From an optimization exercise on the open Yosys and OpenROAD flow, aimed at small area and a short achievable clock period; shortcuts taken in it are not production practice.
In this exercise RTL edits were held to simulation tests only and were not proved equivalent to the original.

==> amber: inputs <==
Design mremu_duart_ic, start of the top module:
module mremu_duart_ic (
    input  wire        clk,
    input  wire        rst,
    input  wire        op_valid,
    input  wire [3:0]  op_code,
    input  wire [3:0]  op_addr,
    input  wire [7:0]  op_data,
    input  wire [2:0]  op_src,
    output reg         rd_valid,
    output reg  [7:0]  rd_data,
    output reg  [2:0]  ipl,
    input  wire        rx_a_valid,
    input  wire [7:0]  rx_a_data,
    input  wire        rx_b_valid,
    input  wire [7:0]  rx_b_data,
    input  wire        ip_we,
    input  wire [7:0]  ip_data,
    input  wire [7:1]  ext_irq,
    input  wire [55:0] ext_vec,
    output reg         tx_valid,
    output reg         tx_chan,
    output reg  [7:0]  tx_data,
    output wire [7:0]  op_pins
);
==> module duart_chan, before the edit <==
module duart_chan (
    input  wire       clk,
    input  wire       rst,         
    input  wire       rd_mr,       
    input  wire       rd_rhr,      
    input  wire       wr_mr,       
    input  wire       wr_csr,      
    input  wire       wr_cr,       
    input  wire [7:0] wdata,
    input  wire       rx_valid,    
    input  wire [7:0] rx_data,
    output wire [7:0] mr_rdata,    
    output wire [7:0] rhr_rdata,   
    output wire [7:0] status,      
    output wire [1:0] poll,        
    output wire       tx_en_o
);
    localparam CAP = 255;
    reg        rx_en;
    reg        tx_en;
    reg        mr_ptr;
    reg  [7:0] mr0, mr1;
    reg  [7:0] csr;
    reg  [7:0] rd_ptr;
    reg  [7:0] wr_ptr;
    reg  [7:0] count;
    reg  [2:0] phase;
    reg  [7:0] head [0:7];
    reg  [7:0] hv;                
    reg  [7:0] stg  [0:7];
    reg  [7:0] sv;                
    wire empty = (count == 8'd0);
    assign mr_rdata  = mr_ptr ? mr1 : mr0;
    assign rhr_rdata = empty ? 8'h00 : head[rd_ptr[2:0]];
    assign status    = {4'b0000, tx_en, tx_en, (count > 8'd2), !empty};
    assign poll      = {!empty, tx_en};
    assign tx_en_o   = tx_en;
    wire [3:0] cmd = wdata[7:4];
    reg rx_en_cmd, tx_en_cmd;
    always @(*) begin
        rx_en_cmd = rx_en;
        if (wdata[0])      rx_en_cmd = 1'b1;
        else if (wdata[1]) rx_en_cmd = 1'b0;
        tx_en_cmd = tx_en;
        if (wdata[2])      tx_en_cmd = 1'b1;
        else if (wdata[3]) tx_en_cmd = 1'b0;
    end
    wire fifo_clear = wr_cr && (cmd == 4'h2);
    wire rx_en_after = fifo_clear ? 1'b0 : (wr_cr ? rx_en_cmd : rx_en);
    wire       do_pop      = rd_rhr && !empty && !fifo_clear;
    wire [7:0] count_after = fifo_clear ? 8'd0 : (count - {7'd0, do_pop});
    wire       do_push     = rx_valid && rx_en_after && (count_after != CAP);
    wire [7:0] wr_base     = fifo_clear ? 8'd0 : wr_ptr;
    wire       push_head   = do_push && (count_after < 8'd8);
    wire       push_stg    = do_push && !(count_after < 8'd8);
    wire [2:0] r         = phase;
    wire       flush     = sv[r];
    wire [4:0] flush_row = (r < wr_ptr[2:0]) ? wr_ptr[7:3] : wr_ptr[7:3] - 5'd1;
    wire [7:0] stg_out   = stg[r];
    wire [2:0] rl       = rd_ptr[2:0];
    wire [4:0] ref_row  = (r > rl) ? rd_ptr[7:3] : rd_ptr[7:3] + 5'd1;
    wire [2:0] ref_off  = r - rl;
    wire       ref_en   = !fifo_clear &&
                          ((r == rl) ? (do_pop && count > 8'd8)
                                     : (!hv[r] && {5'd0, ref_off} < count));
    wire [7:0] ins_out [0:31];
    genvar a;
    generate
        for (a = 0; a < 32; a = a + 1) begin : g_lane
            reg [63:0] sh;
            assign ins_out[a] = (flush && flush_row == a) ? stg_out : sh[7:0];
            always @(posedge clk)
                sh <= {ins_out[a], sh[63:8]};
        end
    endgenerate
    wire [7:0] ref_data = ins_out[ref_row];
    integer i;
    always @(posedge clk) begin
        if (rst) begin
            rd_ptr <= 8'd0;
            wr_ptr <= 8'd0;
            count  <= 8'd0;
            phase  <= 3'd0;
            hv     <= 8'd0;
            sv     <= 8'd0;
        end else begin
            phase <= phase + 3'd1;
            if (fifo_clear)
                rd_ptr <= 8'd0;
            else if (do_pop)
                rd_ptr <= rd_ptr + 8'd1;
            wr_ptr <= wr_base + {7'd0, do_push};
            count  <= count_after + {7'd0, do_push};
            if (fifo_clear) begin
                hv <= 8'd0;
                sv <= 8'd0;
            end else begin
                if (do_pop)
                    hv[rl] <= 1'b0;
                if (ref_en)
                    hv[r] <= 1'b1;
                if (flush)
                    sv[r] <= 1'b0;
            end
            if (push_head)
                hv[wr_base[2:0]] <= 1'b1;
            if (push_stg)
                sv[wr_base[2:0]] <= 1'b1;
        end
    end
    always @(posedge clk) begin
        for (i = 0; i < 8; i = i + 1) begin
            if (push_head && wr_base[2:0] == i)
                head[i] <= rx_data;
            else if (ref_en && r == i)
                head[i] <= ref_data;
            if (push_stg && wr_base[2:0] == i)
                stg[i] <= rx_data;
        end
    end
    always @(posedge clk) begin
        if (rst) begin
            rx_en  <= 1'b0;
            tx_en  <= 1'b0;
            mr_ptr <= 1'b0;
            mr0    <= 8'h00;
            mr1    <= 8'h00;
            csr    <= 8'h00;
        end else begin
            rx_en <= rx_en_after;
            if (wr_cr)
                tx_en <= tx_en_cmd;
            if (wr_mr) begin
                if (mr_ptr) mr1 <= wdata;
                else        mr0 <= wdata;
            end
            if (wr_csr)
                csr <= wdata;
            if (wr_cr && cmd == 4'h1)
                mr_ptr <= 1'b0;
            else if (rd_mr || wr_mr)
                mr_ptr <= 1'b1;
        end
    end
endmodule
Settings: LEC_CHECK=0, CAP_MARGIN=20, CORE_MARGIN=2, CORE_UTILIZATION=45, SLEW_MARGIN=20, SYNTH_MEMORY_MAX_BITS=8192; clock period 10.0 ns.
run.sh (not shown) runs the stock make flow with config.mk's settings and CLKGATE_MAP_FILE= SYNTH_SCRIPT=/design/flow/synth_recipe.tcl, a recipe that flattens the netlist after the stock synthesis.
==> inputs of delta, as changes to amber <==
--- a/flow/design.v
+++ b/flow/design.v
@@ -21,18 +21,14 @@
     reg        mr_ptr;
     reg  [7:0] mr0, mr1;
     reg  [7:0] csr;
+    reg  [7:0] mem [0:CAP-1];
     reg  [7:0] rd_ptr;
     reg  [7:0] wr_ptr;
-    reg  [7:0] count;
-    reg  [2:0] phase;
-    reg  [7:0] head [0:7];
-    reg  [7:0] hv;                
-    reg  [7:0] stg  [0:7];
-    reg  [7:0] sv;                
-    wire empty = (count == 8'd0);
+    reg  [8:0] count;
+    wire empty = (count == 9'd0);
     assign mr_rdata  = mr_ptr ? mr1 : mr0;
-    assign rhr_rdata = empty ? 8'h00 : head[rd_ptr[2:0]];
-    assign status    = {4'b0000, tx_en, tx_en, (count > 8'd2), !empty};
+    assign rhr_rdata = empty ? 8'h00 : mem[rd_ptr];
+    assign status    = {4'b0000, tx_en, tx_en, (count > 9'd2), !empty};
     assign poll      = {!empty, tx_en};
     assign tx_en_o   = tx_en;
     wire [3:0] cmd = wdata[7:4];
@@ -48,74 +44,28 @@
     wire fifo_clear = wr_cr && (cmd == 4'h2);
     wire rx_en_after = fifo_clear ? 1'b0 : (wr_cr ? rx_en_cmd : rx_en);
     wire       do_pop      = rd_rhr && !empty && !fifo_clear;
-    wire [7:0] count_after = fifo_clear ? 8'd0 : (count - {7'd0, do_pop});
+    wire [8:0] count_after = fifo_clear ? 9'd0 : (count - {8'd0, do_pop});
     wire       do_push     = rx_valid && rx_en_after && (count_after != CAP);
-    wire [7:0] wr_base     = fifo_clear ? 8'd0 : wr_ptr;
-    wire       push_head   = do_push && (count_after < 8'd8);
-    wire       push_stg    = do_push && !(count_after < 8'd8);
-    wire [2:0] r         = phase;
-    wire       flush     = sv[r];
-    wire [4:0] flush_row = (r < wr_ptr[2:0]) ? wr_ptr[7:3] : wr_ptr[7:3] - 5'd1;
-    wire [7:0] stg_out   = stg[r];
-    wire [2:0] rl       = rd_ptr[2:0];
-    wire [4:0] ref_row  = (r > rl) ? rd_ptr[7:3] : rd_ptr[7:3] + 5'd1;
-    wire [2:0] ref_off  = r - rl;
-    wire       ref_en   = !fifo_clear &&
-                          ((r == rl) ? (do_pop && count > 8'd8)
-                                     : (!hv[r] && {5'd0, ref_off} < count));
-    wire [7:0] ins_out [0:31];
-    genvar a;
-    generate
-        for (a = 0; a < 32; a = a + 1) begin : g_lane
-            reg [63:0] sh;
-            assign ins_out[a] = (flush && flush_row == a) ? stg_out : sh[7:0];
-            always @(posedge clk)
-                sh <= {ins_out[a], sh[63:8]};
-        end
-    endgenerate
-    wire [7:0] ref_data = ins_out[ref_row];
-    integer i;
+    wire [7:0] rd_ptr_inc = (rd_ptr == CAP-1) ? 8'd0 : rd_ptr + 8'd1;
+    wire [7:0] wr_ptr_inc = (wr_ptr == CAP-1) ? 8'd0 : wr_ptr + 8'd1;
+    wire [7:0] wr_ptr_base = fifo_clear ? 8'd0 : wr_ptr;
+    wire [7:0] wr_ptr_base_inc = fifo_clear ? 8'd1 : wr_ptr_inc;
+    always @(posedge clk) begin
+        if (do_push)
+            mem[wr_ptr_base] <= rx_data;
+    end
     always @(posedge clk) begin
         if (rst) begin
             rd_ptr <= 8'd0;
             wr_ptr <= 8'd0;
-            count  <= 8'd0;
-            phase  <= 3'd0;
-            hv     <= 8'd0;
-            sv     <= 8'd0;
+            count  <= 9'd0;
         end else begin
-            phase <= phase + 3'd1;
             if (fifo_clear)
                 rd_ptr <= 8'd0;
             else if (do_pop)
-                rd_ptr <= rd_ptr + 8'd1;
-            wr_ptr <= wr_base + {7'd0, do_push};
-            count  <= count_after + {7'd0, do_push};
-            if (fifo_clear) begin
-                hv <= 8'd0;
-                sv <= 8'd0;
-            end else begin
-                if (do_pop)
-                    hv[rl] <= 1'b0;
-                if (ref_en)
-                    hv[r] <= 1'b1;
-                if (flush)
-                    sv[r] <= 1'b0;
-            end
-            if (push_head)
-                hv[wr_base[2:0]] <= 1'b1;
-            if (push_stg)
-                sv[wr_base[2:0]] <= 1'b1;
-        end
-    end
-    always @(posedge clk) begin
-        for (i = 0; i < 8; i = i + 1) begin
-            if (push_head && wr_base[2:0] == i)
-                head[i] <= rx_data;
-            else if (ref_en && r == i)
-                head[i] <= ref_data;
-            if (push_stg && wr_base[2:0] == i)
-                stg[i] <= rx_data;
+                rd_ptr <= rd_ptr_inc;
+            wr_ptr <= do_push ? wr_ptr_base_inc : wr_ptr_base;
+            count  <= count_after + {8'd0, do_push};
         end
     end
     always @(posedge clk) begin
==> flow_summary.ini <==
[finish]
n_all_buffers = 366
regArea_um2 = 128000
syn2layout_area_growth_pct = 12.3
mostFrequentLayoutCell = edfxtp_1

[timing]
tightestPinTransition_ns = 1.12

[critical_path]
worstPathCellList = clkdlybuf4s50_1 -> buf_4 -> ha_1 -> nand3_1 -> nor2_1 -> buf_4 -> ha_1 -> ha_1 -> nor3b_1 -> nor2b_1 -> a32oi_1 -> nor3_1 -> nand4_1 -> nand4_2 -> nor3b_1 -> nand2_1 -> buf_12 -> nor2_1
cp.required_ns = 10.60

[outcome]
status = finished clean

[route]
vias_per_cell = 6.13
post_drt_wl_per_cell_um = 31.0

[logic_synthesis]
syn_area_per_cell_um2 = 19.4

[power_and_ir_drop]
p_sw_share_pct = 20.8
the above is filed under delta

==> flow_summary.ini <==
[logic_synthesis]
synthCells = 9438
syn_area_per_cell_um2 = 13.5

[finish]
n_all_buffers = 297
syn2layout_area_growth_pct = 16.1
regArea_um2 = 96000
mostFrequentLayoutCell = dfxtp_1

[critical_path]
critPathMaxFanout = 14
worstPathCellList = clkdlybuf4s50_1 -> buf_4 -> inv_1 -> ha_1 -> xnor2_2 -> mux2_2 -> a221oi_1 -> nor4_2 -> a21boi_0 -> or2_2 -> ha_1 -> inv_1 -> xnor2_1 -> nand3_1 -> inv_1 -> ha_1 -> nand4b_1 -> nor3_1 -> a31oi_1 -> nor4_1 -> nand2_1 -> or4_1 -> a31oi_1 -> a211oi_1

[power_and_ir_drop]
p_sw_share_pct = 22.2

[timing]
tightestPinTransition_ns = 1.19

[route]
post_drt_wl_per_cell_um = 23.1

[worst_hold_path]
hold_depth = 0

[outcome]
status = finished clean
the above is filed under amber

static timing again, ports no longer ideal:
No port has a modelled driver above. Below, the same layouts with a new extraction and two added sets of constraints. Step 1: set_driving_cell puts a clkbuf_16 on clk and a buf_2 on each other input, an assumption about the parent block. Step 2 adds t to the input delays and takes it off the output delays; t is the mean of the earliest and latest rising clock arrival at the registers after step 1. Input paths then give back, and output paths get back, about the clock's delay inside the block. Three values: ideal ports, drivers, drivers and shift; two values: the first two.
run	t (ns)	setup slack, ns	cell pins on the clock port's net
amber	1.018	2.670 / 2.677 / 1.658	1
delta	1.083	2.373 / 2.453 / 1.370	1
After both steps setup and hold are still met in every run listed. The setup slack of amber, which loses most, moves by +0.007 ns with the drivers and by -1.012 ns with both steps.
